Background: an optimization exercise with open tools, aiming at small area, a short achievable clock period and few clock cycles per item. Do not read the settings as production practice. In this exercise RTL edits were held to simulation tests only and were not proved equivalent to the original.

==> flow/design.v (excerpt) <==
module mod_inv_unit (
    input  wire        clk,
    input  wire        rst,
    input  wire        in_valid,
    output wire        in_ready,
    input  wire [63:0] in_a,
    input  wire [63:0] in_q,
    output reg         out_valid,
    output wire [63:0] out_r,
    output reg         out_err
);
Size: roughly 3600 cells after synthesis, roughly 360 flip-flops, about 200 I/O pins, about 32000 um^2 of cells after synthesis.
clock: 10.0 ns
lec_check: 0
cap_margin: 20
core_margin: 2
core_utilization: 50
place_density: 0.65
setup_slack_margin: 4
slew_margin: 20
run.sh (not shown) runs the stock make flow with config.mk's settings and CLKGATE_MAP_FILE= SYNTH_SCRIPT=/design/flow/synth_recipe.tcl, a recipe that flattens the netlist after the stock synthesis.
The first run went through all stages and came out clean.
Testbench counts at the start, summed over its fixed seeds: cycles 65,895, items 1,600.
==> next run, changes <==
--- a/flow/design.v
+++ b/flow/design.v
@@ -41,27 +41,29 @@
     wire step   = busy && !done;
     assign in_ready = !busy || done;
     wire accept = in_valid && in_ready;
     wire load   = !busy || done;
     wire [64:0] ua   = (sh && sel_v) ? {v[63], v} : {u[63], u};
     wire [64:0] ub   = sh ? 65'd0 : ({v[63], v} ^ {65{same}});
     wire [64:0] e    = ua + ub + {64'd0, !sh && same};
     wire j1  = e1;
     wire j2  = !e1 && e2;
     wire j3  = !e1 && !e2;
     wire [63:0] r   = j1 ? e[64:1] : j2 ? {e[64], e[64:2]} : {{2{e[64]}}, e[64:3]};
     wire dneg = e[64] ^ u[63];
-    wire ez   = (e[64:1] == 64'd0);
+    wire ez   = sh ? (ua[63:0] == 64'd0) :
+                     (((u ^ v) ^ ({u[62:0] | v[62:0], 1'b0} & {64{!same}})) == 64'd0);
     wire wu   = step && (sh ? !sel_v : !dneg);
     wire wv   = step && (sh ?  sel_v :  dneg);
+    wire [63:0] w    = u | v;                        
     wire [63:0] p  = (x1 & {64{sp1}}) | (x2 & {64{sp2}}) | {63'd0, sp1i};
     wire [63:0] qq = ((x1 & {64{sq1}}) | (x2 & {64{sq2}}) | {63'd0, sq1i}) ^ {64{qinv}};
     wire [1:0] mk = sh ? (sel_v ? mk_2 : mk_1) : (same ? mk_s : mk_a);
     wire neg2 = !dn && ((j1 && t0 && !psgn) || (j2 && mk[0]) ||
                         (j3 && mk[1] && mk[0]));
     wire pos2 = !dn && j3 && !mk[1] && mk[0];
     wire neg4 = !dn && j3 && mk[1] && !mk[0];
     wire k2n  = neg2 || neg4;
     wire [66:0] k1  = k1on ? {4'd0, q_r} : 67'd0;
     wire [66:0] k2  = (((pos2 || neg2) ? {3'd0, q_r, 1'd0} : 67'd0) |
                        (neg4 ? {2'd0, q_r, 2'd0} : 67'd0)) ^ {67{k2n}};
     wire [66:0] p67 = {{3{p[63]}}, p};
@@ -114,25 +116,25 @@
     wire nkd   = ntu ? (nx1s ^ nus) : (nx2s ^ nvs);
     wire nw63  = ntu ? nus : nvs;
     wire [2:0] nta = nx1 + nx2;
     always @(posedge clk) begin
         if (rst) begin
             busy      <= 1'b0;
             out_valid <= 1'b0;
         end else begin
             out_valid <= done;
             if (accept)    busy <= 1'b1;
             else if (done) busy <= 1'b0;
         end
-        if (done) out_err <= !(u1 || v1);
+        if (done) out_err <= !(u1 || v1 || (w == 64'd1) || (w == {64{1'b1}}));
         if (load) begin
             q_r  <= in_q[62:0];
             u    <= in_a;
             v    <= in_q;
             uz   <= 1'b0;
             vz   <= 1'b0;
             u1   <= 1'b0;
             v1   <= 1'b0;
         end else begin
             if (wu) begin u <= r; uz <= ez; end
             if (wv) begin v <= r; vz <= ez; end
             u1 <= nu1;
Cell area goes up by a few percent.
Sequential share of layout area is lower by 1.5 points.
Worst hold slack is better by 0.063 ns.
Global-route usage came out higher by 1.3 points.
Wire length goes up by roughly a tenth.
First-iteration DRC count rises by roughly a tenth.
Final cell count grows by a little under a tenth.
Setup slack gets better by 0.14 ns.
Die area rises by a few percent.
Testbench counts after the change, summed over its fixed seeds: cycles 65,895, items 1,600.


mod_inv_unit, a different RTL version from the one above (not shown whole).
Size: ~3,500 cells after synthesis, about 360 flip-flops, about 200 I/O pins, ~32,000 µm² of cells after synthesis.
==> flow/design.v (excerpt) <==
module mod_inv_unit (
    input  wire        clk,
    input  wire        rst,
    input  wire        in_valid,
    output wire        in_ready,
    input  wire [63:0] in_a,
    input  wire [63:0] in_q,
    output reg         out_valid,
    output wire [63:0] out_r,
    output reg         out_err
);
Settings: LEC_CHECK=0, CAP_MARGIN=20, CORE_MARGIN=2, CORE_UTILIZATION=50, PLACE_DENSITY=0.65, SETUP_SLACK_MARGIN=4, SLEW_MARGIN=20; clock period 10.0 ns.
The starting point went through all stages and came out clean.
Testbench counts at the start, summed over its fixed seeds: cycles 66,210, items 1,600.
Edit:
--- a/flow/design.v
+++ b/flow/design.v
@@ -16,48 +16,48 @@
     reg [63:0] u;
     reg [63:0] v;
     reg [63:0] x1;
     reg [63:0] x2;
     reg        uz;         
     reg        vz;         
-    reg        u1;         
-    reg        v1;         
     reg [1:0]  mk_1;
     reg [1:0]  mk_2;
     reg [1:0]  mk_s;
     reg [1:0]  mk_a;
     reg        sh;         
     reg        sel_v;      
     reg        same;       
     reg        e1;         
     reg        e2;
     reg        sp1, sp2, sp1i, sq1, sq1i, sq2, qinv;
     reg        dn;         
     reg        t0;         
-    reg        psgn;       
     reg        k1on;       
     reg        jx0, jx1, jx2, jx3;
     assign out_r = x1;
-    wire done   = busy && (uz || vz || u1 || v1);
+    wire done   = busy && (uz || vz);
     wire step   = busy && !done;
     assign in_ready = !busy || done;
     wire accept = in_valid && in_ready;
     wire load   = !busy || done;
     wire [64:0] ua   = (sh && sel_v) ? {v[63], v} : {u[63], u};
     wire [64:0] ub   = sh ? 65'd0 : ({v[63], v} ^ {65{same}});
     wire [64:0] e    = ua + ub + {64'd0, !sh && same};
     wire j1  = e1;
     wire j2  = !e1 && e2;
     wire j3  = !e1 && !e2;
     wire [63:0] r   = j1 ? e[64:1] : j2 ? {e[64], e[64:2]} : {{2{e[64]}}, e[64:3]};
     wire dneg = e[64] ^ u[63];
+    wire ez   = (e[64:1] == 64'd0);
     wire wu   = step && (sh ? !sel_v : !dneg);
     wire wv   = step && (sh ?  sel_v :  dneg);
+    wire [63:0] w    = u | v;                        
     wire [63:0] p  = (x1 & {64{sp1}}) | (x2 & {64{sp2}}) | {63'd0, sp1i};
     wire [63:0] qq = ((x1 & {64{sq1}}) | (x2 & {64{sq2}}) | {63'd0, sq1i}) ^ {64{qinv}};
     wire [1:0] mk = sh ? (sel_v ? mk_2 : mk_1) : (same ? mk_s : mk_a);
+    wire psgn = (x1[63] && sp1) || (x2[63] && sp2);
     wire neg2 = !dn && ((j1 && t0 && !psgn) || (j2 && mk[0]) ||
                         (j3 && mk[1] && mk[0]));
     wire pos2 = !dn && j3 && !mk[1] && mk[0];
     wire neg4 = !dn && j3 && mk[1] && !mk[0];
     wire k2n  = neg2 || neg4;
     wire [66:0] k1  = k1on ? {4'd0, q_r} : 67'd0;
@@ -95,66 +95,59 @@
     wire ne1 = nsh ? (nselv ? nv[1] : nu[1]) : !(nu[1] ^ nvb[1]);
     wire ne2 = nsh ? (nselv ? nv[2] : nu[2]) : (nu[2] ^ nvb[2] ^ (nu[1] | nvb[1]));
     wire [2:0] nts = nx1 - nx2;
     wire nbusy = !rst && (accept || (busy && !done));
     wire nx1c  = load || (x1c && !wu);
     wire nx2c  = load || (x2c && !wv);
-    wire uh0   = (u[63:1] == 63'd0);
-    wire vh0   = (v[63:1] == 63'd0);
-    wire nuz   = !load && uh0 && !u[0];
-    wire nvz   = !load && vh0 && !v[0];
-    wire nu1   = !load && ((uh0 && u[0]) || (u == {64{1'b1}}));
-    wire nv1   = !load && ((vh0 && v[0]) || (v == {64{1'b1}}));
-    wire ndone = nbusy && (nuz || nvz || nu1 || nv1);
-    wire nstep = nbusy && !(nuz || nvz || nu1 || nv1);
-    wire ntu   = nu1 || nvz;
+    wire nuz   = load ? 1'b0 : wu ? ez : uz;
+    wire nvz   = load ? 1'b0 : wv ? ez : vz;
+    wire ndone = nbusy && (nuz || nvz);
+    wire nstep = nbusy && !(nuz || nvz);
     wire nt0   = nsh ? (nselv ? nx2[0] : nx1[0]) : (nx1[0] ^ nx2[0]);
     wire nx1s  = !(load || x1c) && x1[63];
     wire nx2s  = !(load || x2c) && x2[63];
     wire nus   = load ? in_a[63] : u[63];
     wire nvs   = load ? in_q[63] : v[63];
-    wire nkd   = ntu ? (nx1s ^ nus) : (nx2s ^ nvs);
-    wire nw63  = ntu ? nus : nvs;
+    wire nkd   = nuz ? (nx2s ^ nvs) : (nx1s ^ nus);
+    wire nw63  = (load ? in_a[63] : wu ? r[63] : u[63]) |
+                 (load ? in_q[63] : wv ? r[63] : v[63]);
     wire [2:0] nta = nx1 + nx2;
     always @(posedge clk) begin
         if (rst) begin
             busy      <= 1'b0;
             out_valid <= 1'b0;
         end else begin
             out_valid <= done;
             if (accept)    busy <= 1'b1;
             else if (done) busy <= 1'b0;
         end
-        if (done) out_err <= !(u1 || v1);
+        if (done) out_err <= !((w == 64'd1) || (w == {64{1'b1}}));
         if (load) begin
             q_r  <= in_q[62:0];
             u    <= in_a;
             v    <= in_q;
+            uz   <= 1'b0;
+            vz   <= 1'b0;
         end else begin
-            if (wu) u <= r;
-            if (wv) v <= r;
+            if (wu) begin u <= r; uz <= ez; end
+            if (wv) begin v <= r; vz <= ez; end
         end
-        uz <= nuz;
-        vz <= nvz;
-        u1 <= nu1;
-        v1 <= nv1;
         if (done || wu) x1 <= y;
         if (wv)         x2 <= y;
         x1c <= nx1c;
         x2c <= nx2c;
         sp1   <= nstep && !nx1c && !(nsh && nselv);
         sp2   <= nstep && !nx2c && nsh && nselv;
         sp1i  <= nstep && nx1c && !(nsh && nselv);
-        sq1   <= ndone && ntu && !nx1c;
-        sq1i  <= ndone && ntu && nx1c;
-        sq2   <= (ndone ? !ntu : (nstep && !nsh)) && !nx2c;
+        sq1   <= ndone && !nuz && !nx1c;
+        sq1i  <= ndone && !nuz && nx1c;
+        sq2   <= (ndone ? nuz : (nstep && !nsh)) && !nx2c;
         qinv  <= ndone ? nw63 : (nstep && !nsh && nsame);
         dn    <= ndone;
         t0    <= nt0;
         k1on  <= ndone ? nkd : nt0;
-        psgn  <= wu ? (nx2s ^ nsame) : nx1s;
         jx0   <= ndone;
         jx1   <= !ndone && ne1;
         jx2   <= !ndone && !ne1 && ne2;
         jx3   <= !ndone && !ne1 && !ne2;
         sh    <= nsh;
         sel_v <= nselv;
Effect:
- design area increases by about 1.4%
- sequential share of layout area drops by 0.55 points
- critical path depth is higher by 2
- routed wire length grows by 13%
- via count goes up by 4.4%
- area after synthesis rose by 0.54%
- die area went up by 0.54%
- cell count stays flat
- clock-buffer cell count is unchanged
- worst hold slack barely changes
- global-route usage rises by 3.9 points
- non-clock buffer count came out higher by 20
- setup slack gains 34 ps
Testbench counts after the change, summed over its fixed seeds: cycles 68,253, items 1,600.

==> re-timing with driven ports <==
The flow's constraints put no driver on any port. The routed layouts listed below were extracted and timed again, unchanged, in two steps.
Step 1: set_driving_cell puts a clkbuf_16 on clk and a buf_2 on each other input, an assumption about the parent block.
Step 2 adds t to the input delays and takes it off the output delays; t is the mean of the earliest and latest rising clock arrival at the registers after step 1. Input paths then give back, and output paths get back, about the clock's delay inside the block.
Three values: ideal, step 1, step 2; two values: the first two.
run | shift t [ns] | setup slack, ns | worst register clock-pin slew, ns | worst slew at a driven data input, ns
the first run of note 1 | 0.632 | 3.999 / 3.999 / 3.999 | 0.07 / 0.07 | 0.14
the second run of note 1 | 0.679 | 4.135 / 4.135 / 4.135 | 0.08 / 0.08 | 0.09
the first run of note 2 | 0.666 | 4.120 / 4.120 / 4.120 | 0.07 / 0.07 | 0.05
the second run of note 2 | 0.647 | 4.153 / 4.153 / 4.153 | 0.07 / 0.07 | 0.10
After both steps setup and hold are still met in every run listed.
